Source: an optimization exercise on an open RTL-to-GDS flow (aim: small area, a short achievable clock period and few clock cycles). Production flows keep margins and buffers that such runs may drop.
The RTL was checked by simulation tests, not by an equivalence proof against the original design.
Power is estimated from default activity; no workload was simulated.

### flow/design.v
module prf_x2 (input wire a, input wire b, output wire y);
    assign y = a ^ b;
endmodule
module prf_crc_word (
    input  wire [31:0] crc_in,
    input  wire [31:0] data,
    output wire [31:0] crc_out
);
    wire [31:0] v;
    prf_x2 u_v0 (.a(crc_in[0]), .b(data[0]), .y(v[0]));
    prf_x2 u_v1 (.a(crc_in[1]), .b(data[1]), .y(v[1]));
    prf_x2 u_v2 (.a(crc_in[2]), .b(data[2]), .y(v[2]));
    prf_x2 u_v3 (.a(crc_in[3]), .b(data[3]), .y(v[3]));
    prf_x2 u_v4 (.a(crc_in[4]), .b(data[4]), .y(v[4]));
    prf_x2 u_v5 (.a(crc_in[5]), .b(data[5]), .y(v[5]));
    prf_x2 u_v6 (.a(crc_in[6]), .b(data[6]), .y(v[6]));
    prf_x2 u_v7 (.a(crc_in[7]), .b(data[7]), .y(v[7]));
    prf_x2 u_v8 (.a(crc_in[8]), .b(data[8]), .y(v[8]));
    prf_x2 u_v9 (.a(crc_in[9]), .b(data[9]), .y(v[9]));
    prf_x2 u_v10 (.a(crc_in[10]), .b(data[10]), .y(v[10]));
    prf_x2 u_v11 (.a(crc_in[11]), .b(data[11]), .y(v[11]));
    prf_x2 u_v12 (.a(crc_in[12]), .b(data[12]), .y(v[12]));
    prf_x2 u_v13 (.a(crc_in[13]), .b(data[13]), .y(v[13]));
    prf_x2 u_v14 (.a(crc_in[14]), .b(data[14]), .y(v[14]));
    prf_x2 u_v15 (.a(crc_in[15]), .b(data[15]), .y(v[15]));
    prf_x2 u_v16 (.a(crc_in[16]), .b(data[16]), .y(v[16]));
    prf_x2 u_v17 (.a(crc_in[17]), .b(data[17]), .y(v[17]));
    prf_x2 u_v18 (.a(crc_in[18]), .b(data[18]), .y(v[18]));
    prf_x2 u_v19 (.a(crc_in[19]), .b(data[19]), .y(v[19]));
    prf_x2 u_v20 (.a(crc_in[20]), .b(data[20]), .y(v[20]));
    prf_x2 u_v21 (.a(crc_in[21]), .b(data[21]), .y(v[21]));
    prf_x2 u_v22 (.a(crc_in[22]), .b(data[22]), .y(v[22]));
    prf_x2 u_v23 (.a(crc_in[23]), .b(data[23]), .y(v[23]));
    prf_x2 u_v24 (.a(crc_in[24]), .b(data[24]), .y(v[24]));
    prf_x2 u_v25 (.a(crc_in[25]), .b(data[25]), .y(v[25]));
    prf_x2 u_v26 (.a(crc_in[26]), .b(data[26]), .y(v[26]));
    prf_x2 u_v27 (.a(crc_in[27]), .b(data[27]), .y(v[27]));
    prf_x2 u_v28 (.a(crc_in[28]), .b(data[28]), .y(v[28]));
    prf_x2 u_v29 (.a(crc_in[29]), .b(data[29]), .y(v[29]));
    prf_x2 u_v30 (.a(crc_in[30]), .b(data[30]), .y(v[30]));
    prf_x2 u_v31 (.a(crc_in[31]), .b(data[31]), .y(v[31]));
    wire t0_0;
    prf_x2 u_t0_0 (.a(v[31]), .b(v[9]), .y(t0_0));
    wire t0_1;
    prf_x2 u_t0_1 (.a(v[24]), .b(v[29]), .y(t0_1));
    wire t0_2;
    prf_x2 u_t0_2 (.a(v[30]), .b(v[8]), .y(t0_2));
    wire t0_3;
    prf_x2 u_t0_3 (.a(v[28]), .b(v[3]), .y(t0_3));
    wire t0_4;
    prf_x2 u_t0_4 (.a(v[6]), .b(v[7]), .y(t0_4));
    wire t0_5;
    prf_x2 u_t0_5 (.a(v[26]), .b(v[27]), .y(t0_5));
    wire t0_6;
    prf_x2 u_t0_6 (.a(v[22]), .b(v[25]), .y(t0_6));
    wire t0_7;
    prf_x2 u_t0_7 (.a(v[21]), .b(v[5]), .y(t0_7));
    wire t0_8;
    prf_x2 u_t0_8 (.a(v[20]), .b(v[4]), .y(t0_8));
    wire t0_9;
    prf_x2 u_t0_9 (.a(v[18]), .b(v[2]), .y(t0_9));
    wire t0_10;
    prf_x2 u_t0_10 (.a(v[17]), .b(v[1]), .y(t0_10));
    wire t0_11;
    prf_x2 u_t0_11 (.a(v[0]), .b(v[16]), .y(t0_11));
    wire t0_12;
    prf_x2 u_t0_12 (.a(v[15]), .b(v[19]), .y(t0_12));
    wire t0_13;
    prf_x2 u_t0_13 (.a(v[11]), .b(v[23]), .y(t0_13));
    wire t0_14;
    prf_x2 u_t0_14 (.a(v[13]), .b(v[5]), .y(t0_14));
    wire t0_15;
    prf_x2 u_t0_15 (.a(v[12]), .b(v[4]), .y(t0_15));
    wire t0_16;
    prf_x2 u_t0_16 (.a(v[10]), .b(v[14]), .y(t0_16));
    wire t0_17;
    prf_x2 u_t0_17 (.a(v[27]), .b(v[7]), .y(t0_17));
    wire t0_18;
    prf_x2 u_t0_18 (.a(v[12]), .b(v[24]), .y(t0_18));
    wire t0_19;
    prf_x2 u_t0_19 (.a(v[3]), .b(v[8]), .y(t0_19));
    wire t0_20;
    prf_x2 u_t0_20 (.a(v[30]), .b(v[6]), .y(t0_20));
    wire t0_21;
    prf_x2 u_t0_21 (.a(v[29]), .b(v[2]), .y(t0_21));
    wire t0_22;
    prf_x2 u_t0_22 (.a(v[26]), .b(v[28]), .y(t0_22));
    wire t0_23;
    prf_x2 u_t0_23 (.a(v[21]), .b(v[23]), .y(t0_23));
    wire t0_24;
    prf_x2 u_t0_24 (.a(v[19]), .b(v[26]), .y(t0_24));
    wire t0_25;
    prf_x2 u_t0_25 (.a(v[19]), .b(v[1]), .y(t0_25));
    wire t0_26;
    prf_x2 u_t0_26 (.a(v[17]), .b(v[22]), .y(t0_26));
    wire t0_27;
    prf_x2 u_t0_27 (.a(v[0]), .b(v[31]), .y(t0_27));
    wire t0_28;
    prf_x2 u_t0_28 (.a(v[0]), .b(v[13]), .y(t0_28));
    wire t0_29;
    prf_x2 u_t0_29 (.a(v[27]), .b(v[28]), .y(t0_29));
    wire t0_30;
    prf_x2 u_t0_30 (.a(v[23]), .b(v[7]), .y(t0_30));
    wire t0_31;
    prf_x2 u_t0_31 (.a(v[20]), .b(v[6]), .y(t0_31));
    wire t0_32;
    prf_x2 u_t0_32 (.a(v[18]), .b(v[23]), .y(t0_32));
    wire t0_33;
    prf_x2 u_t0_33 (.a(v[16]), .b(v[9]), .y(t0_33));
    wire t0_34;
    prf_x2 u_t0_34 (.a(v[16]), .b(v[20]), .y(t0_34));
    wire t0_35;
    prf_x2 u_t0_35 (.a(v[15]), .b(v[25]), .y(t0_35));
    wire t0_36;
    prf_x2 u_t0_36 (.a(v[14]), .b(v[26]), .y(t0_36));
    wire t0_37;
    prf_x2 u_t0_37 (.a(v[14]), .b(v[1]), .y(t0_37));
    wire t0_38;
    prf_x2 u_t0_38 (.a(v[13]), .b(v[29]), .y(t0_38));
    wire t0_39;
    prf_x2 u_t0_39 (.a(v[12]), .b(v[25]), .y(t0_39));
    wire t0_40;
    prf_x2 u_t0_40 (.a(v[10]), .b(v[8]), .y(t0_40));
    wire t0_41;
    prf_x2 u_t0_41 (.a(v[11]), .b(v[9]), .y(t0_41));
    wire t0_42;
    prf_x2 u_t0_42 (.a(v[13]), .b(v[24]), .y(t0_42));
    wire t0_43;
    prf_x2 u_t0_43 (.a(v[3]), .b(v[6]), .y(t0_43));
    wire t0_44;
    prf_x2 u_t0_44 (.a(v[15]), .b(v[2]), .y(t0_44));
    wire t0_45;
    prf_x2 u_t0_45 (.a(v[1]), .b(v[9]), .y(t0_45));
    wire t0_46;
    prf_x2 u_t0_46 (.a(v[15]), .b(v[24]), .y(t0_46));
    wire t0_47;
    prf_x2 u_t0_47 (.a(v[16]), .b(v[31]), .y(t0_47));
    wire t0_48;
    prf_x2 u_t0_48 (.a(v[15]), .b(v[3]), .y(t0_48));
    wire t0_49;
    prf_x2 u_t0_49 (.a(v[20]), .b(v[27]), .y(t0_49));
    wire t0_50;
    prf_x2 u_t0_50 (.a(v[24]), .b(v[2]), .y(t0_50));
    wire t0_51;
    prf_x2 u_t0_51 (.a(v[11]), .b(v[15]), .y(t0_51));
    wire t0_52;
    prf_x2 u_t0_52 (.a(v[17]), .b(v[25]), .y(t0_52));
    wire t0_53;
    prf_x2 u_t0_53 (.a(v[10]), .b(v[18]), .y(t0_53));
    wire t0_54;
    prf_x2 u_t0_54 (.a(v[12]), .b(v[14]), .y(t0_54));
    wire t0_55;
    prf_x2 u_t0_55 (.a(v[18]), .b(v[19]), .y(t0_55));
    wire t0_56;
    prf_x2 u_t0_56 (.a(v[21]), .b(v[28]), .y(t0_56));
    wire t0_57;
    prf_x2 u_t0_57 (.a(v[11]), .b(v[8]), .y(t0_57));
    wire t0_58;
    prf_x2 u_t0_58 (.a(v[21]), .b(v[29]), .y(t0_58));
    wire t0_59;
    prf_x2 u_t0_59 (.a(v[10]), .b(v[6]), .y(t0_59));
    wire t0_60;
    prf_x2 u_t0_60 (.a(v[25]), .b(v[7]), .y(t0_60));
    wire t0_61;
    prf_x2 u_t0_61 (.a(v[28]), .b(v[2]), .y(t0_61));
    wire t0_62;
    prf_x2 u_t0_62 (.a(v[22]), .b(v[4]), .y(t0_62));
    wire t1_0;
    prf_x2 u_t1_0 (.a(t0_0), .b(t0_11), .y(t1_0));
    wire t1_1;
    prf_x2 u_t1_1 (.a(t0_7), .b(t0_8), .y(t1_1));
    wire t1_2;
    prf_x2 u_t1_2 (.a(t0_3), .b(t0_6), .y(t1_2));
    wire t1_3;
    prf_x2 u_t1_3 (.a(t0_10), .b(t0_9), .y(t1_3));
    wire t1_4;
    prf_x2 u_t1_4 (.a(t0_1), .b(t0_5), .y(t1_4));
    wire t1_5;
    prf_x2 u_t1_5 (.a(t0_1), .b(t0_2), .y(t1_5));
    wire t1_6;
    prf_x2 u_t1_6 (.a(t0_38), .b(t0_5), .y(t1_6));
    wire t1_7;
    prf_x2 u_t1_7 (.a(t0_37), .b(t0_6), .y(t1_7));
    wire t1_8;
    prf_x2 u_t1_8 (.a(t0_36), .b(t0_4), .y(t1_8));
    wire t1_9;
    prf_x2 u_t1_9 (.a(t0_3), .b(v[14]), .y(t1_9));
    wire t1_10;
    prf_x2 u_t1_10 (.a(t0_28), .b(t0_7), .y(t1_10));
    wire t1_11;
    prf_x2 u_t1_11 (.a(t0_27), .b(t0_8), .y(t1_11));
    wire t1_12;
    prf_x2 u_t1_12 (.a(t0_25), .b(t0_4), .y(t1_12));
    wire t1_13;
    prf_x2 u_t1_13 (.a(t0_23), .b(t0_4), .y(t1_13));
    wire t1_14;
    prf_x2 u_t1_14 (.a(t0_2), .b(t0_33), .y(t1_14));
    wire t1_15;
    prf_x2 u_t1_15 (.a(t0_18), .b(t0_5), .y(t1_15));
    wire t1_16;
    prf_x2 u_t1_16 (.a(t0_17), .b(t0_34), .y(t1_16));
    wire t1_17;
    prf_x2 u_t1_17 (.a(t0_14), .b(t0_9), .y(t1_17));
    wire t1_18;
    prf_x2 u_t1_18 (.a(t0_13), .b(t0_15), .y(t1_18));
    wire t1_19;
    prf_x2 u_t1_19 (.a(t0_12), .b(v[31]), .y(t1_19));
    wire t1_20;
    prf_x2 u_t1_20 (.a(t0_12), .b(t0_19), .y(t1_20));
    wire t1_21;
    prf_x2 u_t1_21 (.a(t0_1), .b(v[10]), .y(t1_21));
    wire t1_22;
    prf_x2 u_t1_22 (.a(t0_0), .b(t0_20), .y(t1_22));
    wire t1_23;
    prf_x2 u_t1_23 (.a(t0_20), .b(t0_22), .y(t1_23));
    wire t1_24;
    prf_x2 u_t1_24 (.a(t0_10), .b(t0_4), .y(t1_24));
    wire t1_25;
    prf_x2 u_t1_25 (.a(t0_11), .b(t0_18), .y(t1_25));
    wire t1_26;
    prf_x2 u_t1_26 (.a(t0_29), .b(t0_41), .y(t1_26));
    wire t1_27;
    prf_x2 u_t1_27 (.a(t0_2), .b(t0_42), .y(t1_27));
    wire t1_28;
    prf_x2 u_t1_28 (.a(t0_0), .b(t0_16), .y(t1_28));
    wire t1_29;
    prf_x2 u_t1_29 (.a(t0_17), .b(v[25]), .y(t1_29));
    wire t1_30;
    prf_x2 u_t1_30 (.a(t0_12), .b(t0_9), .y(t1_30));
    wire t1_31;
    prf_x2 u_t1_31 (.a(t0_39), .b(t0_43), .y(t1_31));
    wire t1_32;
    prf_x2 u_t1_32 (.a(t0_28), .b(t0_3), .y(t1_32));
    wire t1_33;
    prf_x2 u_t1_33 (.a(t0_2), .b(t0_4), .y(t1_33));
    wire t1_34;
    prf_x2 u_t1_34 (.a(t0_21), .b(v[11]), .y(t1_34));
    wire t1_35;
    prf_x2 u_t1_35 (.a(t0_1), .b(t0_7), .y(t1_35));
    wire t1_36;
    prf_x2 u_t1_36 (.a(t0_11), .b(t0_30), .y(t1_36));
    wire t1_37;
    prf_x2 u_t1_37 (.a(t0_40), .b(t0_44), .y(t1_37));
    wire t1_38;
    prf_x2 u_t1_38 (.a(t0_10), .b(t0_3), .y(t1_38));
    wire t1_39;
    prf_x2 u_t1_39 (.a(t0_27), .b(t0_40), .y(t1_39));
    wire t1_40;
    prf_x2 u_t1_40 (.a(t0_1), .b(t0_45), .y(t1_40));
    wire t1_41;
    prf_x2 u_t1_41 (.a(t0_14), .b(t0_21), .y(t1_41));
    wire t1_42;
    prf_x2 u_t1_42 (.a(t0_10), .b(t0_8), .y(t1_42));
    wire t1_43;
    prf_x2 u_t1_43 (.a(t0_15), .b(t0_46), .y(t1_43));
    wire t1_44;
    prf_x2 u_t1_44 (.a(t0_16), .b(t0_47), .y(t1_44));
    wire t1_45;
    prf_x2 u_t1_45 (.a(t0_13), .b(t0_8), .y(t1_45));
    wire t1_46;
    prf_x2 u_t1_46 (.a(t0_21), .b(v[17]), .y(t1_46));
    wire t1_47;
    prf_x2 u_t1_47 (.a(t0_17), .b(t0_18), .y(t1_47));
    wire t1_48;
    prf_x2 u_t1_48 (.a(t0_48), .b(v[18]), .y(t1_48));
    wire t1_49;
    prf_x2 u_t1_49 (.a(t0_15), .b(t0_24), .y(t1_49));
    wire t1_50;
    prf_x2 u_t1_50 (.a(t0_14), .b(t0_32), .y(t1_50));
    wire t1_51;
    prf_x2 u_t1_51 (.a(t0_16), .b(t0_22), .y(t1_51));
    wire t1_52;
    prf_x2 u_t1_52 (.a(t0_1), .b(t0_6), .y(t1_52));
    wire t1_53;
    prf_x2 u_t1_53 (.a(t0_19), .b(t0_51), .y(t1_53));
    wire t1_54;
    prf_x2 u_t1_54 (.a(t0_15), .b(t0_22), .y(t1_54));
    wire t1_55;
    prf_x2 u_t1_55 (.a(t0_23), .b(t0_52), .y(t1_55));
    wire t1_56;
    prf_x2 u_t1_56 (.a(t0_0), .b(t0_14), .y(t1_56));
    wire t1_57;
    prf_x2 u_t1_57 (.a(t0_26), .b(t0_53), .y(t1_57));
    wire t1_58;
    prf_x2 u_t1_58 (.a(t0_13), .b(t0_54), .y(t1_58));
    wire t1_59;
    prf_x2 u_t1_59 (.a(t0_10), .b(t0_12), .y(t1_59));
    wire t1_60;
    prf_x2 u_t1_60 (.a(t0_16), .b(t0_56), .y(t1_60));
    wire t1_61;
    prf_x2 u_t1_61 (.a(t0_3), .b(t0_9), .y(t1_61));
    wire t1_62;
    prf_x2 u_t1_62 (.a(t0_26), .b(t0_57), .y(t1_62));
    wire t1_63;
    prf_x2 u_t1_63 (.a(t0_24), .b(t0_32), .y(t1_63));
    wire t1_64;
    prf_x2 u_t1_64 (.a(t0_59), .b(v[24]), .y(t1_64));
    wire t1_65;
    prf_x2 u_t1_65 (.a(t0_13), .b(t0_25), .y(t1_65));
    wire t1_66;
    prf_x2 u_t1_66 (.a(t0_2), .b(t0_6), .y(t1_66));
    wire t1_67;
    prf_x2 u_t1_67 (.a(t0_31), .b(t0_7), .y(t1_67));
    wire t1_68;
    prf_x2 u_t1_68 (.a(t0_16), .b(t0_2), .y(t1_68));
    wire t1_69;
    prf_x2 u_t1_69 (.a(t0_30), .b(t0_62), .y(t1_69));
    wire t1_70;
    prf_x2 u_t1_70 (.a(t0_0), .b(t0_13), .y(t1_70));
    wire t1_71;
    prf_x2 u_t1_71 (.a(t0_29), .b(t0_35), .y(t1_71));
    wire t2_0;
    prf_x2 u_t2_0 (.a(t1_0), .b(t1_9), .y(t2_0));
    wire t2_1;
    prf_x2 u_t2_1 (.a(t1_0), .b(t1_21), .y(t2_1));
    wire t2_2;
    prf_x2 u_t2_2 (.a(t0_39), .b(t1_23), .y(t2_2));
    wire t2_3;
    prf_x2 u_t2_3 (.a(t1_24), .b(t1_25), .y(t2_3));
    wire t2_4;
    prf_x2 u_t2_4 (.a(t1_26), .b(v[13]), .y(t2_4));
    wire t2_5;
    prf_x2 u_t2_5 (.a(t1_0), .b(t1_3), .y(t2_5));
    wire t2_6;
    prf_x2 u_t2_6 (.a(t1_27), .b(t1_8), .y(t2_6));
    wire t2_7;
    prf_x2 u_t2_7 (.a(t1_20), .b(t1_3), .y(t2_7));
    wire t2_8;
    prf_x2 u_t2_8 (.a(t1_28), .b(t1_29), .y(t2_8));
    wire t2_9;
    prf_x2 u_t2_9 (.a(t1_11), .b(t1_5), .y(t2_9));
    wire t2_10;
    prf_x2 u_t2_10 (.a(t1_30), .b(t1_31), .y(t2_10));
    wire t2_11;
    prf_x2 u_t2_11 (.a(t1_1), .b(t1_12), .y(t2_11));
    wire t2_12;
    prf_x2 u_t2_12 (.a(t1_21), .b(t1_32), .y(t2_12));
    wire t2_13;
    prf_x2 u_t2_13 (.a(t1_1), .b(t1_7), .y(t2_13));
    wire t2_14;
    prf_x2 u_t2_14 (.a(t1_33), .b(t1_34), .y(t2_14));
    wire t2_15;
    prf_x2 u_t2_15 (.a(t1_2), .b(t1_35), .y(t2_15));
    wire t2_16;
    prf_x2 u_t2_16 (.a(t1_36), .b(t1_37), .y(t2_16));
    wire t2_17;
    prf_x2 u_t2_17 (.a(t1_18), .b(t1_38), .y(t2_17));
    wire t2_18;
    prf_x2 u_t2_18 (.a(t1_39), .b(v[22]), .y(t2_18));
    wire t2_19;
    prf_x2 u_t2_19 (.a(t1_17), .b(t1_18), .y(t2_19));
    wire t2_20;
    prf_x2 u_t2_20 (.a(t0_24), .b(t1_41), .y(t2_20));
    wire t2_21;
    prf_x2 u_t2_21 (.a(t1_15), .b(t1_42), .y(t2_21));
    wire t2_22;
    prf_x2 u_t2_22 (.a(t1_10), .b(t1_3), .y(t2_22));
    wire t2_23;
    prf_x2 u_t2_23 (.a(t1_22), .b(t1_43), .y(t2_23));
    wire t2_24;
    prf_x2 u_t2_24 (.a(t1_12), .b(t1_2), .y(t2_24));
    wire t2_25;
    prf_x2 u_t2_25 (.a(t1_17), .b(t1_44), .y(t2_25));
    wire t2_26;
    prf_x2 u_t2_26 (.a(t1_20), .b(t1_8), .y(t2_26));
    wire t2_27;
    prf_x2 u_t2_27 (.a(t1_45), .b(t1_46), .y(t2_27));
    wire t2_28;
    prf_x2 u_t2_28 (.a(t1_1), .b(t1_14), .y(t2_28));
    wire t2_29;
    prf_x2 u_t2_29 (.a(t1_47), .b(t1_48), .y(t2_29));
    wire t2_30;
    prf_x2 u_t2_30 (.a(t1_10), .b(t1_5), .y(t2_30));
    wire t2_31;
    prf_x2 u_t2_31 (.a(t0_26), .b(t1_49), .y(t2_31));
    wire t2_32;
    prf_x2 u_t2_32 (.a(t1_22), .b(t1_7), .y(t2_32));
    wire t2_33;
    prf_x2 u_t2_33 (.a(t0_49), .b(t1_50), .y(t2_33));
    wire t2_34;
    prf_x2 u_t2_34 (.a(t1_13), .b(t1_19), .y(t2_34));
    wire t2_35;
    prf_x2 u_t2_35 (.a(t0_50), .b(t1_51), .y(t2_35));
    wire t2_36;
    prf_x2 u_t2_36 (.a(t1_16), .b(t1_52), .y(t2_36));
    wire t2_37;
    prf_x2 u_t2_37 (.a(t1_14), .b(t1_54), .y(t2_37));
    wire t2_38;
    prf_x2 u_t2_38 (.a(t1_4), .b(t1_56), .y(t2_38));
    wire t2_39;
    prf_x2 u_t2_39 (.a(t1_0), .b(t1_4), .y(t2_39));
    wire t2_40;
    prf_x2 u_t2_40 (.a(t0_55), .b(t1_58), .y(t2_40));
    wire t2_41;
    prf_x2 u_t2_41 (.a(t1_0), .b(t1_6), .y(t2_41));
    wire t2_42;
    prf_x2 u_t2_42 (.a(t0_31), .b(t1_59), .y(t2_42));
    wire t2_43;
    prf_x2 u_t2_43 (.a(t1_16), .b(t1_3), .y(t2_43));
    wire t2_44;
    prf_x2 u_t2_44 (.a(t1_60), .b(v[30]), .y(t2_44));
    wire t2_45;
    prf_x2 u_t2_45 (.a(t1_19), .b(t1_61), .y(t2_45));
    wire t2_46;
    prf_x2 u_t2_46 (.a(t0_58), .b(t1_62), .y(t2_46));
    wire t2_47;
    prf_x2 u_t2_47 (.a(t1_11), .b(t1_2), .y(t2_47));
    wire t2_48;
    prf_x2 u_t2_48 (.a(t1_63), .b(t1_64), .y(t2_48));
    wire t2_49;
    prf_x2 u_t2_49 (.a(t1_1), .b(t1_4), .y(t2_49));
    wire t2_50;
    prf_x2 u_t2_50 (.a(t0_60), .b(t1_65), .y(t2_50));
    wire t2_51;
    prf_x2 u_t2_51 (.a(t1_15), .b(t1_66), .y(t2_51));
    wire t2_52;
    prf_x2 u_t2_52 (.a(t0_61), .b(t1_67), .y(t2_52));
    wire t2_53;
    prf_x2 u_t2_53 (.a(t1_2), .b(t1_6), .y(t2_53));
    wire t2_54;
    prf_x2 u_t2_54 (.a(t0_0), .b(t1_13), .y(t2_54));
    wire t2_55;
    prf_x2 u_t2_55 (.a(t1_4), .b(t1_68), .y(t2_55));
    wire t2_56;
    prf_x2 u_t2_56 (.a(t1_69), .b(v[28]), .y(t2_56));
    wire t2_57;
    prf_x2 u_t2_57 (.a(t1_5), .b(t1_70), .y(t2_57));
    wire t2_58;
    prf_x2 u_t2_58 (.a(t1_71), .b(v[5]), .y(t2_58));
    wire t3_0;
    prf_x2 u_t3_0 (.a(t2_1), .b(t2_2), .y(t3_0));
    wire t3_1;
    prf_x2 u_t3_1 (.a(t2_3), .b(t2_4), .y(t3_1));
    wire t3_2;
    prf_x2 u_t3_2 (.a(t2_5), .b(t2_6), .y(t3_2));
    wire t3_3;
    prf_x2 u_t3_3 (.a(t2_7), .b(t2_8), .y(t3_3));
    wire t3_4;
    prf_x2 u_t3_4 (.a(t2_10), .b(t2_9), .y(t3_4));
    wire t3_5;
    prf_x2 u_t3_5 (.a(t2_11), .b(t2_12), .y(t3_5));
    wire t3_6;
    prf_x2 u_t3_6 (.a(t2_13), .b(t2_14), .y(t3_6));
    wire t3_7;
    prf_x2 u_t3_7 (.a(t2_15), .b(t2_16), .y(t3_7));
    wire t3_8;
    prf_x2 u_t3_8 (.a(t2_17), .b(t2_18), .y(t3_8));
    wire t3_9;
    prf_x2 u_t3_9 (.a(t1_40), .b(t2_19), .y(t3_9));
    wire t3_10;
    prf_x2 u_t3_10 (.a(t2_0), .b(t2_20), .y(t3_10));
    wire t3_11;
    prf_x2 u_t3_11 (.a(t2_0), .b(t2_21), .y(t3_11));
    wire t3_12;
    prf_x2 u_t3_12 (.a(t2_22), .b(t2_23), .y(t3_12));
    wire t3_13;
    prf_x2 u_t3_13 (.a(t2_24), .b(t2_25), .y(t3_13));
    wire t3_14;
    prf_x2 u_t3_14 (.a(t2_26), .b(t2_27), .y(t3_14));
    wire t3_15;
    prf_x2 u_t3_15 (.a(t2_28), .b(t2_29), .y(t3_15));
    wire t3_16;
    prf_x2 u_t3_16 (.a(t2_30), .b(t2_31), .y(t3_16));
    wire t3_17;
    prf_x2 u_t3_17 (.a(t2_32), .b(t2_33), .y(t3_17));
    wire t3_18;
    prf_x2 u_t3_18 (.a(t2_34), .b(t2_35), .y(t3_18));
    wire t3_19;
    prf_x2 u_t3_19 (.a(t1_53), .b(t2_36), .y(t3_19));
    wire t3_20;
    prf_x2 u_t3_20 (.a(t1_55), .b(t2_37), .y(t3_20));
    wire t3_21;
    prf_x2 u_t3_21 (.a(t1_57), .b(t2_38), .y(t3_21));
    wire t3_22;
    prf_x2 u_t3_22 (.a(t2_39), .b(t2_40), .y(t3_22));
    wire t3_23;
    prf_x2 u_t3_23 (.a(t2_41), .b(t2_42), .y(t3_23));
    wire t3_24;
    prf_x2 u_t3_24 (.a(t2_43), .b(t2_44), .y(t3_24));
    wire t3_25;
    prf_x2 u_t3_25 (.a(t2_45), .b(t2_46), .y(t3_25));
    wire t3_26;
    prf_x2 u_t3_26 (.a(t2_47), .b(t2_48), .y(t3_26));
    wire t3_27;
    prf_x2 u_t3_27 (.a(t2_49), .b(t2_50), .y(t3_27));
    wire t3_28;
    prf_x2 u_t3_28 (.a(t2_51), .b(t2_52), .y(t3_28));
    wire t3_29;
    prf_x2 u_t3_29 (.a(t2_53), .b(t2_54), .y(t3_29));
    wire t3_30;
    prf_x2 u_t3_30 (.a(t2_55), .b(t2_56), .y(t3_30));
    wire t3_31;
    prf_x2 u_t3_31 (.a(t2_57), .b(t2_58), .y(t3_31));
    wire t4_0;
    prf_x2 u_t4_0 (.a(t3_4), .b(v[11]), .y(t4_0));
    wire t4_1;
    prf_x2 u_t4_1 (.a(t0_35), .b(t3_11), .y(t4_1));
    wire t4_2;
    prf_x2 u_t4_2 (.a(t3_12), .b(v[27]), .y(t4_2));
    assign crc_out[0] = t3_0;
    assign crc_out[1] = t3_1;
    assign crc_out[2] = t3_2;
    assign crc_out[3] = t3_3;
    assign crc_out[4] = t4_0;
    assign crc_out[5] = t3_5;
    assign crc_out[6] = t3_6;
    assign crc_out[7] = t3_7;
    assign crc_out[8] = t3_8;
    assign crc_out[9] = t3_9;
    assign crc_out[10] = t3_10;
    assign crc_out[11] = t4_1;
    assign crc_out[12] = t4_2;
    assign crc_out[13] = t3_13;
    assign crc_out[14] = t3_14;
    assign crc_out[15] = t3_15;
    assign crc_out[16] = t3_16;
    assign crc_out[17] = t3_17;
    assign crc_out[18] = t3_18;
    assign crc_out[19] = t3_19;
    assign crc_out[20] = t3_20;
    assign crc_out[21] = t3_21;
    assign crc_out[22] = t3_22;
    assign crc_out[23] = t3_23;
    assign crc_out[24] = t3_24;
    assign crc_out[25] = t3_25;
    assign crc_out[26] = t3_26;
    assign crc_out[27] = t3_27;
    assign crc_out[28] = t3_28;
    assign crc_out[29] = t3_29;
    assign crc_out[30] = t3_30;
    assign crc_out[31] = t3_31;
endmodule
module prf_telemetry_mux (
    input  wire         clk,
    input  wire         rst,
    input  wire [7:0]   tick,           
    input  wire         load_valid,     
    input  wire [2:0]   load_kind,
    input  wire [31:0]  load_value,
    input  wire         req_valid,
    output reg          req_ready,
    input  wire [7:0]   req_mask,
    input  wire [143:0] req_payload,    
    output reg          out_valid,
    input  wire         out_ready,
    output reg  [31:0]  out_data,
    output reg  [2:0]   out_nbytes,
    output reg          out_last
);
    function [3:0] f_size(input [2:0] k);
        case (k)
            3'd0: f_size = 4'd12;  3'd1: f_size = 4'd11;
            3'd2: f_size = 4'd14;  3'd3: f_size = 4'd13;
            3'd4: f_size = 4'd11;  3'd5: f_size = 4'd10;
            3'd6: f_size = 4'd10;  default: f_size = 4'd9;
        endcase
    endfunction
    function [7:0] f_kbit(input [2:0] k);
        case (k)
            3'd0: f_kbit = 8'd6;  3'd1: f_kbit = 8'd2;
            3'd2: f_kbit = 8'd5;  3'd3: f_kbit = 8'd1;
            3'd4: f_kbit = 8'd7;  3'd5: f_kbit = 8'd3;
            3'd6: f_kbit = 8'd4;  default: f_kbit = 8'd0;
        endcase
    endfunction
    function [1:0] f_nwl(input [2:0] k);    
        case (k)
            3'd2:    f_nwl = 2'd2;
            3'd7:    f_nwl = 2'd0;
            default: f_nwl = 2'd1;
        endcase
    endfunction
    function [31:0] f_init(input [2:0] k);
        case (k)
            3'd0: f_init = 32'hF9FFFFFF;  3'd1: f_init = 32'h9BF3A90F;
            3'd2: f_init = 32'h09B93D59;  3'd3: f_init = 32'h4AC9A203;
            3'd4: f_init = 32'h9BF6A90F;  3'd5: f_init = 32'h09B93B59;
            3'd6: f_init = 32'h09B93C59;  default: f_init = 32'h4E08BFB4;
        endcase
    endfunction
    function [2:0] f_first(input [7:0] m);
        casez (m)
            8'b???????1: f_first = 3'd0;
            8'b??????10: f_first = 3'd1;
            8'b?????100: f_first = 3'd2;
            8'b????1000: f_first = 3'd3;
            8'b???10000: f_first = 3'd4;
            8'b??100000: f_first = 3'd5;
            8'b?1000000: f_first = 3'd6;
            default:     f_first = 3'd7;
        endcase
    endfunction
    function [7:0] f_above(input [2:0] k);    
        f_above = 8'hFE << k;
    endfunction
    reg [31:0] cnt [0:7];
    integer k;
    always @(posedge clk) begin
        if (rst) begin
            for (k = 0; k < 8; k = k + 1) cnt[k] <= 32'd0;
        end else begin
            for (k = 0; k < 8; k = k + 1) begin
                if (load_valid && load_kind == k)
                    cnt[k] <= load_value;
                else if (tick[k])
                    cnt[k] <= cnt[k] + 32'd1;
            end
        end
    end
    reg [255:0] scnt;         
    reg [143:0] spay;
    reg [7:0]   smask;        
    wire [7:0] rmask = {req_mask[0], req_mask[4], req_mask[3], req_mask[7],
                        req_mask[1], req_mask[5], req_mask[2], req_mask[6]};
    reg        g_act;         
    reg        g_hold;        
    reg        g_tail;        
    reg [2:0]  gk;            
    reg [3:0]  gp;            
    reg        e_act;         
    reg [2:0]  ek;
    reg [1:0]  ew;
    reg [31:0] crc_s;
    reg        h_val;         
    reg [31:0] crc_h;
    reg        pv;            
    reg [15:0] esel;          
    reg [7:0]  sp1;           
    reg [7:0]  gk1;           
    localparam E00 = 0,  E01 = 1,  E10 = 2,  E11 = 3,  E20 = 4,  E21 = 5,
               E22 = 6,  E30 = 7,  E31 = 8,  E40 = 9,  E41 = 10, E50 = 11,
               E51 = 12, E60 = 13, E61 = 14, E70 = 15;
    function [15:0] f_esel(input act, input [2:0] k, input [1:0] w);
        begin
            f_esel = 16'd0;
            if (act)
                case (k)
                    3'd0: f_esel[E00 + w] = 1'b1;
                    3'd1: f_esel[E10 + w] = 1'b1;
                    3'd2: f_esel[E20 + w] = 1'b1;
                    3'd3: f_esel[E30 + w] = 1'b1;
                    3'd4: f_esel[E40 + w] = 1'b1;
                    3'd5: f_esel[E50 + w] = 1'b1;
                    3'd6: f_esel[E60 + w] = 1'b1;
                    default: f_esel[E70] = 1'b1;
                endcase
        end
    endfunction
    wire        spec = |sp1;
    wire [31:0] e_word =
          ({32{esel[E00]}} & {8'h00, scnt[7:0], scnt[15:8], scnt[23:16]})
        | ({32{esel[E01]}} & {scnt[31:24], spay[7:0], spay[15:8], spay[23:16]})
        | ({32{esel[E10]}} & {16'h0000, scnt[39:32], scnt[47:40]})
        | ({32{esel[E11]}} & {scnt[55:48], scnt[63:56], spay[31:24], spay[39:32]})
        | ({32{esel[E20]}} & {24'h000000, scnt[71:64]})
        | ({32{esel[E21]}} & {scnt[79:72], scnt[87:80], scnt[95:88], spay[47:40]})
        | ({32{esel[E22]}} & {spay[55:48], spay[63:56], spay[71:64], spay[79:72]})
        | ({32{esel[E30]}} & {scnt[103:96], scnt[111:104], scnt[119:112], scnt[127:120]})
        | ({32{esel[E31]}} & {spay[87:80], spay[95:88], spay[103:96], spay[111:104]})
        | ({32{esel[E40]}} & {16'h0000, scnt[135:128], scnt[143:136]})
        | ({32{esel[E41]}} & {scnt[151:144], scnt[159:152], spay[119:112], spay[127:120]})
        | ({32{esel[E50]}} & {24'h000000, scnt[167:160]})
        | ({32{esel[E51]}} & {scnt[175:168], scnt[183:176], scnt[191:184], spay[135:128]})
        | ({32{esel[E60]}} & {24'h000000, scnt[199:192]})
        | ({32{esel[E61]}} & {scnt[207:200], scnt[215:208], scnt[223:216], spay[143:136]})
        | ({32{esel[E70]}} & {scnt[231:224], scnt[239:232], scnt[247:240], scnt[255:248]})
        | ({32{sp1[1]}} & {16'h0000, cnt[1][7:0], cnt[1][15:8]})
        | ({32{sp1[2]}} & {24'h000000, cnt[2][7:0]})
        | ({32{sp1[4]}} & {16'h0000, cnt[4][7:0], cnt[4][15:8]})
        | ({32{sp1[5]}} & {24'h000000, cnt[5][7:0]})
        | ({32{sp1[6]}} & {24'h000000, cnt[6][7:0]});
    wire [7:0]  e_w0 = {esel[E70], esel[E60] | sp1[6], esel[E50] | sp1[5],
                        esel[E40] | sp1[4], esel[E30], esel[E20] | sp1[2],
                        esel[E10] | sp1[1], esel[E00]};
    wire [31:0] e_base = ({32{e_w0[0]}} & f_init(3'd0)) | ({32{e_w0[1]}} & f_init(3'd1))
                       | ({32{e_w0[2]}} & f_init(3'd2)) | ({32{e_w0[3]}} & f_init(3'd3))
                       | ({32{e_w0[4]}} & f_init(3'd4)) | ({32{e_w0[5]}} & f_init(3'd5))
                       | ({32{e_w0[6]}} & f_init(3'd6)) | ({32{e_w0[7]}} & f_init(3'd7))
                       | ({32{!(|e_w0)}} & crc_s);
    wire [31:0] crc_next;
    prf_crc_word u_crc (.crc_in(e_base), .data(e_word), .crc_out(crc_next));
    wire        e_wlast = (ew == f_nwl(ek));
    wire [7:0]  e_rest  = smask & f_above(ek);
    wire [3:0]  g_size  = f_size(gk);
    wire [3:0]  g_szm1  = g_size - 4'd1;
    wire [7:0]  g_rest  = smask & f_above(gk);
    wire        g_more  = |g_rest;
    wire [2:0]  nk      = f_first(g_rest);
    wire [4:0]  g_nxt   = {1'b0, gp} + 5'd4;
    wire        g_inrec = (g_nxt <= {1'b0, g_szm1});          
    wire        g_end   = !g_tail && (gp == g_szm1);          
    wire        g_last  = g_tail || g_hold || (g_end && !g_more);
    wire        g_prev  = (gp < 4'd3);                         
    wire        g_crcfin = g_prev || g_end;                    
    wire        g_crcany = g_prev || (!g_tail && (gp >= g_size - 4'd4));
    wire        g_ok    = !g_crcany || h_val;
    wire [31:0] g_cnt   = ({32{gk1[0]}} & scnt[31:0])    | ({32{gk1[1]}} & scnt[63:32])
                        | ({32{gk1[2]}} & scnt[95:64])   | ({32{gk1[3]}} & scnt[127:96])
                        | ({32{gk1[4]}} & scnt[159:128]) | ({32{gk1[5]}} & scnt[191:160])
                        | ({32{gk1[6]}} & scnt[223:192]) | ({32{gk1[7]}} & scnt[255:224]);
    reg  [135:0] w;
    always @(*) begin
        w = 136'd0;
        w[63:0] = {g_cnt, f_kbit(gk), crc_h[31:8]};
        case (gk)
            3'd0: w[135:64] = {16'd0, crc_h, spay[23:0]};
            3'd1: w[135:64] = {24'd0, crc_h, spay[39:24]};
            3'd2: w[135:64] = {crc_h, spay[79:40]};
            3'd3: w[135:64] = {8'd0, crc_h, spay[111:80]};
            3'd4: w[135:64] = {24'd0, crc_h, spay[127:112]};
            3'd5: w[135:64] = {32'd0, crc_h, spay[135:128]};
            3'd6: w[135:64] = {32'd0, crc_h, spay[143:136]};
            default: w[135:64] = {40'd0, crc_h};
        endcase
    end
    wire [87:0] fs1 = gp[3] ? {24'd0, w[135:64]} : w[87:0];
    wire [55:0] fs2 = gp[2] ? fs1[87:32] : fs1[55:0];
    wire [39:0] fs3 = gp[1] ? fs2[55:16] : fs2[39:0];
    wire [31:0] g_data = gp[0] ? fs3[39:8] : fs3[31:0];
    wire [2:0]  g_nbytes = g_tail ? (3'd3 - gp[2:0]) : 3'd4;
    wire advance = !out_valid || out_ready;
    wire gadv    = advance && g_act && g_ok;       
    wire take    = req_valid && req_ready;
    wire h_rel   = gadv && g_crcfin;               
    wire e_done  = e_act && e_wlast && (!h_val || h_rel);
    wire e_step  = e_act && !e_wlast;
    wire [2:0] r_first = f_first(rmask);
    wire [2:0] s_first = f_first(smask);
    reg        g_act_n, g_hold_n, g_tail_n, e_act_n, h_val_n;
    reg [2:0]  gk_n, ek_n;
    reg [3:0]  gp_n;
    reg [1:0]  ew_n;
    reg [7:0]  smask_n;
    always @(*) begin
        g_act_n  = g_act;
        g_hold_n = g_hold;
        g_tail_n = g_tail;
        gk_n     = gk;
        gp_n     = gp;
        smask_n  = take ? rmask : smask;
        if (gadv) begin
            if (g_last) begin
                if (g_hold) begin
                    g_hold_n = 1'b0;
                    g_tail_n = (smask == 8'd0);
                    gk_n     = s_first;
                    gp_n     = 4'd3;
                end else if (take) begin
                    g_tail_n = (rmask == 8'd0);
                    gk_n     = r_first;
                    gp_n     = 4'd3;
                end else
                    g_act_n  = 1'b0;
            end else if (g_inrec)
                gp_n = g_nxt[3:0];
            else begin
                gp_n = g_nxt[3:0] - g_size;
                if (g_more)
                    gk_n = nk;
                else
                    g_tail_n = 1'b1;
            end
        end else if (take) begin
            if (g_act)
                g_hold_n = 1'b1;
            else begin
                g_act_n  = 1'b1;
                g_tail_n = (rmask == 8'd0);
                gk_n     = r_first;
                gp_n     = 4'd3;
            end
        end
        e_act_n = e_act;
        ek_n    = ek;
        ew_n    = ew;
        if (take) begin
            e_act_n = (rmask != 8'd0);
            ek_n    = r_first;
            ew_n    = {1'b0, spec};
        end else if (e_done) begin
            e_act_n = |e_rest;
            ek_n    = f_first(e_rest);
            ew_n    = 2'd0;
        end else if (e_step)
            ew_n = ew + 2'd1;
        if (e_done)
            h_val_n = 1'b1;
        else if (h_rel)
            h_val_n = 1'b0;
        else
            h_val_n = h_val;
    end
    wire g_last1 = g_inrec ? ((g_nxt[3:0] == g_szm1) && !g_more) : !g_more;   
    wire e_end   = e_act && e_wlast && !(|e_rest);     
    wire e_busy  = e_act && !(e_end && (!h_val || h_rel));
    reg  rdy_n;
    always @(*) begin
        if (take)
            rdy_n = (rmask == 8'd0) && (!g_act || gadv);
        else if (g_hold)
            rdy_n = gadv && (smask == 8'd0);
        else if (!g_act)
            rdy_n = 1'b1;
        else if (gadv)
            rdy_n = g_last || (g_last1 && !e_busy);
        else
            rdy_n = g_last && !e_busy;
    end
    always @(posedge clk) begin
        if (req_ready) begin
            for (k = 0; k < 8; k = k + 1)
                scnt[32*k +: 32] <= cnt[k];
            spay <= req_payload;
        end
        smask <= smask_n;
        gk    <= gk_n;
        gp    <= gp_n;
        g_tail <= g_tail_n;
        ek    <= ek_n;
        ew    <= ew_n;
        if (e_step || (take && spec))
            crc_s <= crc_next;
        pv <= req_valid && !take && !rst;
        esel <= rst ? 16'd0 : f_esel(e_act_n, ek_n, ew_n);
        sp1  <= (rdy_n && req_valid && !take && !rst) ?
                ((8'd1 << r_first) & 8'b0111_0110) : 8'd0;
        gk1  <= 8'd1 << gk_n;
        if (e_done)
            crc_h <= crc_next;
        if (advance) begin
            out_data   <= g_data;
            out_nbytes <= g_nbytes;
            out_last   <= g_last;
        end
    end
    always @(posedge clk) begin
        if (rst) begin
            g_act     <= 1'b0;
            g_hold    <= 1'b0;
            e_act     <= 1'b0;
            h_val     <= 1'b0;
            out_valid <= 1'b0;
            req_ready <= 1'b0;
        end else begin
            g_act     <= g_act_n;
            g_hold    <= g_hold_n;
            e_act     <= e_act_n;
            h_val     <= h_val_n;
            req_ready <= rdy_n;
            if (advance)
                out_valid <= g_act && g_ok;
        end
    end
endmodule
### flow/flow/run.sh
#!/bin/bash
set -euo pipefail
bash standard.sh SETUP_SLACK_MARGIN=6.5 finish > standard.log 2>&1
### flow/standard.sh
#!/bin/bash
# synth_recipe.tcl (not shown) runs the flow's synth.tcl, then flattens the netlist and writes it again
# the make line also repeats each setting of config.mk as NAME=value (left out here)
make -C /OpenROAD-flow-scripts/flow DESIGN_CONFIG=/design/flow/config.mk WORK_HOME=/design/flow/orfs CLKGATE_MAP_FILE= SYNTH_SCRIPT=/design/flow/synth_recipe.tcl "${@:-finish}"
### flow/config.mk
export PLATFORM = sky130hd
export DESIGN_NAME = prf_telemetry_mux
export DESIGN_NICKNAME = prf_telemetry_mux
export VERILOG_FILES = /design/flow/design.v
export SDC_FILE = /design/flow/constraint.sdc
export NUM_CORES = 4
export LEC_CHECK = 0
export CAP_MARGIN = 20
export CORE_MARGIN = 2
export CORE_UTILIZATION = 40
export CTS_CLUSTER_DIAMETER = 100
export CTS_CLUSTER_SIZE = 20
export SETUP_SLACK_MARGIN = 5
export SLEW_MARGIN = 20
export SYNTH_HIERARCHICAL = 1
export SYNTH_MINIMUM_KEEP_SIZE = 0
### flow/constraint.sdc
create_clock -name core_clock -period 10.0 [get_ports {clk}]
set_input_delay 2.0000 -clock core_clock [delete_from_list [all_inputs] [get_ports {clk}]]
set_output_delay 2.0000 -clock core_clock [all_outputs]
set_load 0.01 [all_outputs]
==> flow_summary.ini, run 1 <==
[outcome]
outcome = no timing/DRC/antenna violations

[timing]
max-slew-margin-rel_pct = 33.27
grt_setup_unrepaired = true
fmaxAchievable_mhz = 276.1
timing.final.hold_violations = 0
fin_worst_skew_ns = 0.05451
final-max-slew-violation-count = 0
setup-tns-final_ns = 0
final.min_clock_period_ns = 3.622
fin_hold_ws_ns = 0.4551
setup_violations = 0
min_period_over_period_pct = 36.22
timing_worst_slew_pin_value_ns = 0.9979

[synthesis]
synthDominantAreaCellType = sky130_fd_sc_hd__edfxtp_1
async_flop_share_pct = 0
synth_warnings = 8
synth.top_cells.by_area = sky130_fd_sc_hd__edfxtp_1 36%, sky130_fd_sc_hd__dfxtp_1 14%, sky130_fd_sc_hd__xor2_1 8.7%
synthesis.area_um2 = 42670
synthesis.nets = 4290
synth_most_common_cell = sky130_fd_sc_hd__edfxtp_1
yosysSeqAreaShare_pct = 50.13
post_synth.cell_area_avg_um2 = 10.51
synth_edf_count = 513
yosys-top-cells-count = 513 x sky130_fd_sc_hd__edfxtp_1, 426 x sky130_fd_sc_hd__xor2_1, 414 x sky130_fd_sc_hd__nor2_1
number_of_flip_flops_and_latches_in_the_synthesized_netlist = 812
synth_cell_type_count = 92
ys_dominant_reg_cell = sky130_fd_sc_hd__edfxtp_1
synth_cells = 4060
synth_top_area_share_pct = 36.10

[global_route]
global_route_wire_length_before_repair_mm = 263.5
grt_usage_pct = 34.28
antenna_violations_before_repair = 20
grt_max_degree = 81
first_global_vias = 33089
overflow = 0

[cells_and_area]
design.final.nets = 4482
final_layout_size_suffix_gt1_share_pct = 14.16
areaGrowthSynthToFinish_pct = 20.12
fin_cells = 5693

[detailed_routing]
detail_route.drc_violations = 0
drt_pre_antenna_iters = 10
drt_first_iter_violations = 6330
route.detailed.vias_per_inst = 6.599
wl_per_cell_um = 34.15
finalWirelength_mm = 194.4
route.antenna.remaining_nets = 0
routed-via-count = 37569

[placement]
post_place_cells = 5440
io_port_bufs = 237
place.detailed.hpwl_mm = 139.1
place_congestion = 1.053

[floorplanning]
chipHeight_um = 330.6
floorplan.die.width_um = 330.6
initial_core_util_pct = 40.42
io_pins = 238
dieArea_um2 = 109300
core.rowCount = 119
design.core.area_um2 = 105600

[setup_path]
endpoint_class_of_the_critical_path = register
crit-reg2reg-launch = esel[10]
slowest_delay_ns = 0.46
crit_arrival_ns = 4.09
timing.rr.end = crc_h[29]
critPathKind = reg2reg
critical-path-slowest-cell = sky130_fd_sc_hd__nand4_1
startpoint_class = register
worst-path-max-fanout = 32
reg2reg_depth = 11
cp.required_ns = 10.47
timing.reg2reg.setup_slack_ns = 6.38
crit_chain = buf_4 > a22oi_1 > nand4_1 > nor2_1 > nand4_1 > xor2_4 > buf_4 > xor2_4 > xor2_2 > xor2_1 > xor2_1

[clock_network]
cts-hold-fix-buffers = 0
cts.sink_count = 812
clk_root_buffer_cell = sky130_fd_sc_hd__clkbuf_16
worstSkewPairLatency_ns = 0.71
clockBufferDepth = 3
tritoncts_buffers = 49
cts_htree_levels = 2
clkTransAtPathRegs_ns = 0.10
clock_tree_from_tritoncts = built

[min_path]
worst_hold_path.endpoint = scnt[95]
hold_start = cnt[2][31]
holdCritPathClass = reg2reg
whs_path_depth = 0

[pwr]
vdd_drop_max_mv = 0.6210
static_leakage_power_nw = 17.54
power-per-cell-area_nw_per_um2 = 415.6

[job]
timing.max_cap.violations = 0
power by group:
part	internal [mW]	switching, mW	leakage [nW]	total (mW)
clock network	0.975	1.23	0.719	2.20
logic	4.88	8.61	9.35	13.5
registers	5.07	0.550	7.47	5.62
worst max-delay path: cells and delay by family (launching register included):
kind / cells / cell delay, ns
xor gates and xnor gates: 5 / 1.67
and+or+nand+nor: 3 / 0.69
buffers and inverters: 2 / 0.46
DFF: 1 / 0.32
AOI/OAI and AO/OA: 1 / 0.23
routing by layer:
layer | track usage, % | vias to the layer above | routed length, µm
met5 | 0.3913 | - | 155
met4 | 18.41 | 16 | 12660
met3 | 11.19 | 628 | 27890
met2 | 48.59 | 2859 | 79930
met1 | 46.22 | 18379 | 73810
li1 | - | 15687 | -
per-module statistics from Yosys, one instance, submodules excluded:
module / copies in the design / cells inside / area, µm² / flops+latches
prf_telemetry_mux: 1 / 3767 / 40140 / 812
prf_x2: 261 / 1 / 8.758 / 0
prf_crc_word: 1 / 32 / 240.2 / 0
placed cells by master, fill, tap and decap left out, types with 167 or more instances in the layout:
cell type	instances
sky130_fd_sc_hd__a211oi_1	254
sky130_fd_sc_hd__a22oi_1	253
sky130_fd_sc_hd__buf_4	167
sky130_fd_sc_hd__clkdlybuf4s50_1	185
sky130_fd_sc_hd__dfxtp_1	291
sky130_fd_sc_hd__edfxtp_1	513
sky130_fd_sc_hd__nand2_1	217
sky130_fd_sc_hd__nor2_1	390
sky130_fd_sc_hd__xor2_1	334
worst max-delay path by stage:
stage,start,cells after the start,end
6_report,esel[10],11,crc_h[29]
2_1_floorplan,req_ready,11,esel[2]
5_1_grt,gk[2],16,esel[9]
4_1_cts,req_ready,4,scnt[1]
3_3_place_gp,out_ready,12,esel[2]
3_5_place_dp,out_ready,12,esel[1]
cells by family (layout without fill, tap and decap cells):
family | after synthesis | count (layout) | synth area share (%)
AND/OR/NAND/NOR | 1155 | 1158 | 12.94
AO/OA/AOI/OAI | 1046 | 1047 | 18.14
flip-flops | 812 | 812 | 50.13
XOR/XNOR | 494 | 494 | 10.14
buffers and inverters | 389 | 618 | 3.944
multiplexers | 134 | 134 | 3.812
adder cells (fa/ha/maj) | 30 | 30 | 0.8973
other | 0 | 9 | 0
timing repair:
action,CTS,global route
resized for setup,240,153
endpoints found under the setup margin,458,192
gates cloned,7,4
buffers inserted,89,52
pin swaps,45,64
per-stage QoR:
step	util, %	power (mW)	worst slack (ns)	cell area (µm²)
after floorplan	-	13.44	4.623	43150
after CTS	47.29	19.54	6.455	49920
after detailed placement	43.94	15.47	4.573	46390
after global routing	48.54	21.48	6.341	51240
after global placement	43.94	15.56	4.520	46380
final	48.55	21.30	6.378	51260
registers in the layout (all words and copies together), names as in the netlist, 2 cells and up:
| name | count |
|---|---|
| cnt | 256 |
| crc_h | 32 |
| crc_s | 32 |
| ek | 3 |
| esel | 16 |
| ew | 2 |
| gk | 3 |
| gk1 | 8 |
| gp | 4 |
| out_data | 32 |
| out_nbytes | 3 |
| scnt | 256 |
| smask | 8 |
| sp1 | 5 |
| spay | 144 |
final cells by class:
| cell class | count | area (µm²) |
|---|---|---|
| Antenna cell | 9 | 22.52 |
| Clock buffer | 84 | 1393 |
| Clock inverter | 8 | 116.4 |
| Fill cell | 9496 | 54310 |
| Inverter | 54 | 240.2 |
| Multi-Input combinational cell | 2863 | 21660 |
| Sequential cell | 812 | 21420 |
| Tap cell | 1391 | 1740 |
| Timing Repair Buffer | 469 | 4651 |
| Timing Repair inverter | 3 | 18.77 |
Testbench counts, summed over its fixed seeds: cycles 31,956.
==> run 2: changes to the inputs <==
==> flow/run.sh (new file) <==
#!/bin/bash
# synth_recipe.tcl (not shown) runs the flow's synth.tcl, then flattens the netlist and writes it again
# the make line also repeats each setting of config.mk as NAME=value (left out here)
make -C /OpenROAD-flow-scripts/flow DESIGN_CONFIG=/design/flow/config.mk WORK_HOME=/design/flow/orfs CLKGATE_MAP_FILE= SYNTH_SCRIPT=/design/flow/synth_recipe.tcl finish
removed: flow/flow/run.sh
removed: flow/standard.sh
==> flow_summary.ini, run 2 <==
[global_route]
antenna_violations_before_repair = 17
grt_usage_pct = 33.55
grt_max_degree = 124
global_route_wire_length_before_repair_mm = 257.5
overflow = 0
first_global_vias = 32428

[placement]
dpl-instance-area_um2 = 46110
place_congestion = 1.044
place_ws_ns = 4.432
post_place_cells = 5440
place.detailed.hpwl_mm = 141.8
io_port_bufs = 237

[cells_and_area]
fin_cells = 5534
ff_latch_area_um2 = 21410
n_fill_cell = 9858
multi_input_area_um2 = 19740
areaGrowthSynthToFinish_pct = 11.75
design.final.nets = 4332
layout_commonest_cell = sky130_fd_sc_hd__edfxtp_1
biggestRegsByFlops = cnt x256, scnt x256, spay x144
final_design_area_no_fill_um2 = 47680
mostFrequentLayoutCells = 513 x sky130_fd_sc_hd__edfxtp_1, 423 x sky130_fd_sc_hd__xor2_1, 413 x sky130_fd_sc_hd__nor2_1, 294 x sky130_fd_sc_hd__dfxtp_1
final_layout_size_suffix_gt1_share_pct = 6.138
post_route_core_utilization_pct = 45.17

[pwr]
static_leakage_power_nw = 16.14
report.power.total_mw = 17.09
vdd_drop_max_mv = 0.4034
power-per-cell-area_nw_per_um2 = 358.4

[clock_network]
cts-hold-fix-buffers = 0
clock_tree_from_tritoncts = built
clk_root_buffer_cell = sky130_fd_sc_hd__clkbuf_16
clockBufferDepth = 3
worstSkewPairLatency_ns = 0.70
tritoncts_buffers = 48
cts_htree_levels = 2
clkTransAtPathRegs_ns = 0.10
post-cts-setup-buffers = 0
cts.sink_count = 812

[setup_path]
critPathKind = reg2reg
crit_arrival_ns = 5.37
startpoint_class = register
worst-path-max-fanout = 38
endpoint_class_of_the_critical_path = register
cp.required_ns = 10.51

[floorplanning]
floorplan.die.width_um = 330.6
initial_core_util_pct = 40.42
io_pins = 238
design.core.area_um2 = 105600
chipHeight_um = 330.6
core.rowCount = 119
dieArea_um2 = 109300

[timing]
setup_ws_ns = 5.141
setup_violations = 0
fin_worst_skew_ns = 0.03646
final-max-slew-violation-count = 0
timing.final.hold_violations = 0
grt_setup_unrepaired = false
setup-tns-final_ns = 0
max-slew-margin-rel_pct = 20.86
fin_hold_ws_ns = 0.4589
min_period_over_period_pct = 48.59
final.min_clock_period_ns = 4.859
timing_worst_slew_pin_value_ns = 1.177
fmaxAchievable_mhz = 205.8

[synthesis]
synthDominantAreaCellType = sky130_fd_sc_hd__edfxtp_1
synthesis.nets = 4290
async_flop_share_pct = 0
synth_cell_type_count = 92
synth.top_cells.by_area = sky130_fd_sc_hd__edfxtp_1 36%, sky130_fd_sc_hd__dfxtp_1 14%, sky130_fd_sc_hd__xor2_1 8.7%
synth_warnings = 8
yosys-top-cells-count = 513 x sky130_fd_sc_hd__edfxtp_1, 426 x sky130_fd_sc_hd__xor2_1, 414 x sky130_fd_sc_hd__nor2_1
yosysSeqAreaShare_pct = 50.13
synth_most_common_cell = sky130_fd_sc_hd__edfxtp_1
synthesis.area_um2 = 42670
synth_top_area_share_pct = 36.10
number_of_flip_flops_and_latches_in_the_synthesized_netlist = 812
ys_dominant_reg_cell = sky130_fd_sc_hd__edfxtp_1
post_synth.cell_area_avg_um2 = 10.51
synth_edf_count = 513
synth_cells = 4060

[outcome]
outcome = no timing/DRC/antenna violations

[job]
timing.max_cap.violations = 0

[detailed_routing]
route.antenna.remaining_nets = 0
route.detailed.vias_per_inst = 6.556
wl_per_cell_um = 34.26
detail_route.drc_violations = 0
routed-via-count = 36279
drt_first_iter_violations = 5886
drt_pre_antenna_iters = 11
finalWirelength_mm = 189.6

[min_path]
holdCritPathClass = reg2reg
run 2: power by group:
group / internal (mW) / switching, mW
logic: 3.00 / 6.13
clock network: 1.01 / 1.21
registers: 5.07 / 0.667
total: 9.08 / 8.01
run 2: final cells by class:
cell class	instances	area share [%]
Multi-Input combinational cell	2859	41.40
Antenna cell	5	0.02624
Inverter	54	0.4566
Tap cell	1391	3.650
Timing Repair inverter	2	0.02099
Sequential cell	812	44.89
Clock inverter	11	0.3674
Timing Repair Buffer	325	6.410
Clock buffer	75	2.776
run 2: what timing repair did:
item,CTS,global route
setup endpoints to repair,2,32
cloned,0,2
hold endpoints to repair,0,0
gates resized for setup,1,5
run 2: critical path, stage by stage, from the launching register on:
cell,delay [ns]
sky130_fd_sc_hd__dfxtp_2,0.32
sky130_fd_sc_hd__buf_4,0.29
sky130_fd_sc_hd__nor2_1,0.38
sky130_fd_sc_hd__and2_0,0.33
sky130_fd_sc_hd__nor2b_1,0.50
sky130_fd_sc_hd__buf_4,0.29
sky130_fd_sc_hd__nand2_1,0.08
sky130_fd_sc_hd__nand3_1,0.12
sky130_fd_sc_hd__xor2_1,0.54
sky130_fd_sc_hd__xor2_2,0.51
sky130_fd_sc_hd__xor2_2,0.44
sky130_fd_sc_hd__xor2_1,0.32
sky130_fd_sc_hd__xor2_1,0.22
sky130_fd_sc_hd__xor2_1,0.27
run 2: path summary, 6_finish.rpt:
kind	from	to	slack, ns	cells past startpoint
max	esel[15]	crc_s[11]	5.14	13
min	cnt[2][12]	scnt[76]	0.46	0
max reg2reg	esel[15]	crc_s[11]	5.14	13
min reg2reg	cnt[2][12]	scnt[76]	0.46	0
run 2: cell families (layout without fill, tap and decap cells):
group / Yosys count / in the layout / synth area share (%)
buf+inv: 389 / 467 / 3.944
compound gates: 1046 / 1046 / 18.14
simple gates: 1155 / 1155 / 12.94
mux: 134 / 134 / 3.812
fa+ha+maj: 30 / 30 / 0.8973
flops: 812 / 812 / 50.13
other cells: 0 / 5 / 0
xor+xnor: 494 / 494 / 10.14
run 2: per-layer routing:
layer	global-route usage, %	up-vias	routed length (µm)
li1	-	15432	-
met1	46.54	17744	75160
met2	47.62	2610	77160
met3	9.390	487	25490
met4	17.02	6	11690
met5	0.3043	-	69
run 2: modules after synthesis (local to each module, per instance):
module,flip-flops and latches,copies in the design,cells
prf_crc_word,0,1,32
prf_x2,0,261,1
prf_telemetry_mux,812,1,3767
==> run 3: changes to the inputs <==
--- a/flow/design.v
+++ b/flow/design.v
@@ -628,4 +628,6 @@
     reg [7:0]  sp1;           
     reg [7:0]  gk1;           
+    reg        gq_any;        
+    reg        gq_fin;        
     localparam E00 = 0,  E01 = 1,  E10 = 2,  E11 = 3,  E20 = 4,  E21 = 5,
                E22 = 6,  E30 = 7,  E31 = 8,  E40 = 9,  E41 = 10, E50 = 11,
@@ -691,8 +693,9 @@
     wire        g_end   = !g_tail && (gp == g_szm1);          
     wire        g_last  = g_tail || g_hold || (g_end && !g_more);
-    wire        g_prev  = (gp < 4'd3);                         
-    wire        g_crcfin = g_prev || g_end;                    
-    wire        g_crcany = g_prev || (!g_tail && (gp >= g_size - 4'd4));
-    wire        g_ok    = !g_crcany || h_val;
+    wire        g_crcfin = gq_fin;                             
+    wire        g_ok    = !gq_any || h_val;                    
+    wire        g_anyB  = (g_nxt >= {1'b0, g_size} - 5'd4);
+    wire        g_finB  = (g_nxt == {1'b0, g_szm1});
+    wire        g_c3    = (g_nxt < {1'b0, g_size} + 5'd3);
     wire [31:0] g_cnt   = ({32{gk1[0]}} & scnt[31:0])    | ({32{gk1[1]}} & scnt[63:32])
                         | ({32{gk1[2]}} & scnt[95:64])   | ({32{gk1[3]}} & scnt[127:96])
@@ -826,4 +829,8 @@
                 ((8'd1 << r_first) & 8'b0111_0110) : 8'd0;
         gk1  <= 8'd1 << gk_n;
+        if (gadv)
+            {gq_any, gq_fin} <= g_last ? 2'b00 : g_inrec ? {g_anyB, g_finB} : {2{g_c3}};
+        else if (take && !g_act)
+            {gq_any, gq_fin} <= 2'b00;
         if (e_done)
             crc_h <= crc_next;
==> flow/flow/run.sh (new file) <==
#!/bin/bash
set -euo pipefail
bash standard.sh SETUP_SLACK_MARGIN=6.5 \
    "BUFFER_PORTS_ARGS=-buffer_cell sky130_fd_sc_hd__buf_2" finish > standard.log 2>&1
==> flow/standard.sh (new file) <==
#!/bin/bash
# synth_recipe.tcl (not shown) runs the flow's synth.tcl, then flattens the netlist and writes it again
# the make line also repeats each setting of config.mk as NAME=value (left out here)
make -C /OpenROAD-flow-scripts/flow DESIGN_CONFIG=/design/flow/config.mk WORK_HOME=/design/flow/orfs CLKGATE_MAP_FILE= SYNTH_SCRIPT=/design/flow/synth_recipe.tcl "${@:-finish}"
removed: flow/run.sh
==> flow_summary.ini, run 3 <==
[outcome]
outcome = no timing/DRC/antenna violations

[clock_network]
worstSkewPairLatency_ns = 0.70
clock_tree_from_tritoncts = built
cts_htree_levels = 2
cts.sink_count = 814
clkTransAtPathRegs_ns = 0.09
clk_root_buffer_cell = sky130_fd_sc_hd__clkbuf_16
tritoncts_buffers = 51
clockBufferDepth = 3

[timing]
timing_worst_slew_pin_value_ns = 1.108
final.min_clock_period_ns = 3.594
fmaxAchievable_mhz = 278.2
setup-tns-final_ns = 0
max-slew-margin-rel_pct = 25.91
grt_setup_unrepaired = true
final-max-slew-violation-count = 0
timing.final.hold_violations = 0
fin_worst_skew_ns = 0.03414
setup_violations = 0
setup_ws_ns = 6.406
min_period_over_period_pct = 35.94

[synthesis]
synthesis.area_um2 = 43140
async_flop_share_pct = 0
yosys-top-cells-count = 515 x sky130_fd_sc_hd__edfxtp_1, 411 x sky130_fd_sc_hd__xor2_1, 392 x sky130_fd_sc_hd__nor2_1
synthesis.nets = 4280
synth.top_cells.by_area = sky130_fd_sc_hd__edfxtp_1 36%, sky130_fd_sc_hd__dfxtp_1 14%, sky130_fd_sc_hd__xor2_1 8.3%
synthDominantAreaCellType = sky130_fd_sc_hd__edfxtp_1
synth_cell_type_count = 98
synth_edf_count = 515
number_of_flip_flops_and_latches_in_the_synthesized_netlist = 814
synth_top_area_share_pct = 35.85
synth_most_common_cell = sky130_fd_sc_hd__edfxtp_1
yosysSeqAreaShare_pct = 49.73
synth_cells = 4044
ys_dominant_reg_cell = sky130_fd_sc_hd__edfxtp_1
synth_warnings = 8
post_synth.cell_area_avg_um2 = 10.67

[pwr]
switching_power_share_of_the_total_pct = 45.22
cell_internal_pwr_mw = 10.12
p_clk_share_pct = 12.3
p_seq_share_pct = 30.6
p_comb_share_pct = 57.1
power-per-cell-area_nw_per_um2 = 369.3
vdd_drop_max_mv = 0.4902
switching_power_mw = 8.352
static_leakage_power_nw = 17.46

[placement]
place_congestion = 1.042
post_place_cells = 5437
place_ws_ns = 4.965
io_port_bufs = 237
place.detailed.hpwl_mm = 144.6

[floorplanning]
chipHeight_um = 332.4
initial_core_util_pct = 40.29
core.rowCount = 120
floorplan.die.width_um = 332.4
design.core.area_um2 = 107100
io_pins = 238
dieArea_um2 = 110500

[global_route]
met2_usage_pct = 49.59
global_route_wire_length_before_repair_mm = 268.8
grt_usage_pct = 34.42
first_global_vias = 33499
grt_util_met3_pct = 11.60
antenna_violations_before_repair = 15
globalRoute.busiestLayer = met2
groute.layer.met1.usage_pct = 45.17
overflow = 0
grt_max_degree = 74

[setup_path]
startpoint_class = register
worst-path-max-fanout = 32
worst_path_most_repeated_cell = sky130_fd_sc_hd__xor2_4
critPathKind = reg2reg
critical-path-slowest-cell = sky130_fd_sc_hd__nand4_1
worstPathBufferInverterCount = 2
crit_chain = buf_6 > a22o_1 > a221oi_1 > nand4_1 > xor2_4 > buf_12 > xor2_4 > xor2_4 > xor2_1 > xor2_1
crit_arrival_ns = 4.06
endpoint_class_of_the_critical_path = register
cp.required_ns = 10.47
timing.critical_path.max_delay_family = XOR/XNOR gates
slowest_delay_ns = 0.59

[cells_and_area]
final_layout_size_suffix_gt1_share_pct = 18.06
layout_commonest_cell = sky130_fd_sc_hd__edfxtp_1
design.final.nets = 4443
fin_cells = 5659
n_fill_cell = 9863
areaGrowthSynthToFinish_pct = 15.93
mostFrequentLayoutCells = 515 x sky130_fd_sc_hd__edfxtp_1, 389 x sky130_fd_sc_hd__nor2_1, 317 x sky130_fd_sc_hd__xor2_1, 290 x sky130_fd_sc_hd__dfxtp_1, 253 x sky130_fd_sc_hd__a22oi_1
post_route_core_utilization_pct = 46.71
biggestRegsByFlops = cnt x256, scnt x256, spay x144

[detailed_routing]
route.detailed.vias_per_inst = 6.611
drt_pre_antenna_iters = 8
drt_first_iter_violations = 6479
wl_per_cell_um = 35.13
routed-via-count = 37409
finalWirelength_mm = 198.8
detail_route.drc_violations = 0
route.antenna.remaining_nets = 0

[job]
timing.max_cap.violations = 0

[min_path]
holdCritPathClass = reg2reg
## run 3: changes by cell type after synthesis, sizes merged, moves of 10 or more
cell	delta
clkbuf	-15
nor2	-23
mux2	-14
a311oi	+13
nand2	-30
and3	+14
mux4	+16
or3	+18
o21ai	+35
xor2	-15
nor2b	-13
a211oi	-10
nand3	-27
## run 3: cell type report
type,count,area (µm²),area share (%)
flip-flops and latches,814,21470,42.94
diodes,9,22.52,0.04504
inverters,55,232.7,0.4654
clock buffers,81,1441,2.882
repair inverters,1,5.005,0.01001
repair buffers,436,3153,6.305
multi-input cells,2848,21790,43.58
well taps,1403,1755,3.510
clock inverters,12,130.1,0.2602
## run 3: modules after synthesis, one instance, submodules excluded
module | flops+latches | cell area [µm²]
prf_telemetry_mux | 814 | 40610
prf_x2 | 0 | 8.758
prf_crc_word | 0 | 240.2
## run 3: power by group through the flow
stage               registers, mW  clock network [mW]  logic, mW
finish                       5.65                2.27       10.5
global route                 5.64                2.38       11.0
CTS                          5.60                2.29       9.48
detailed placement           5.71                   0       8.18
global placement             5.73                   0       8.13
floorplan                    5.37                   0       7.51
## run 3: logic make-up (layout without fill, tap and decap cells)
group,after synthesis,after routing,share of synthesized area (%)
AOI/OAI and AO/OA,1086,1086,18.45
xor gates and xnor gates,477,477,9.685
adders and majority gates,36,36,1.096
buffers and inverters,382,585,4.015
DFF,814,814,49.73
muxes,143,143,4.412
other,1,10,0.008694
and+or+nand+nor,1105,1105,12.60
## run 3: worst paths after layout
path	endpoint	startpoint	cells after the start	slack (ns)
worst max register to register	crc_s[30]	esel[1]	10	6.41
worst min-delay path	scnt[127]	cnt[3][31]	0	0.46
worst max-delay path	crc_s[30]	esel[1]	10	6.41
worst min register to register	scnt[127]	cnt[3][31]	0	0.46
## run 3: metal layers
layer	share of wire [%]	routed length [µm]	up-vias
met5	0.11	226	-
met4	7.1	14090	20
met3	13	26610	561
met2	41	82280	2706
met1	38	75620	18467
li1	-	-	15655
## run 3: repair_timing
action | CTS | global route
gates cloned | 1 | 4
hold buffers | 0 | 0
pin swaps | 40 | 55
gates resized for setup | 151 | 89
setup endpoints to repair | 197 | 104
setup buffers | 62 | 53
## run 3: per-stage QoR
| step | hold WS [ns] | area, µm² | total power, mW |
|---|---|---|---|
| after global routing | 0.4796 | 49990 | 19.05 |
| final | 0.4621 | 50010 | 18.47 |
| after global placement | 0.4337 | 45530 | 13.86 |
| after CTS | 0.4610 | 48840 | 17.37 |
| after detailed placement | 0.4415 | 45530 | 13.88 |
| after floorplan | 0.4064 | 43490 | 12.87 |
Testbench counts of run 3, summed over its fixed seeds: cycles 31,956.

[afterwards: timing with drivers on the ports]
The results above use ideal ports. As a check the final layouts listed here were re-extracted and re-timed, cells and wires unchanged.
Step 1 assumes that a clkbuf_16 drives the clock port and a buf_2 every other input.
Step 2, shift: input delay + t, output delay - t, t = (earliest + latest rising clock arrival at the registers) / 2. This alone moves slack from input paths to output paths.
Three values: ideal ports, drivers, drivers and shift; two values: the first two.
run | t, ns | setup WS [ns]
run 1 | 0.752 | 6.378 / 6.378 / 5.731
run 2 | 0.750 | 5.141 / 5.141 / 4.517
run 3 | 0.752 | 6.406 / 6.406 / 5.692
After both steps setup and hold are still met in every run listed.
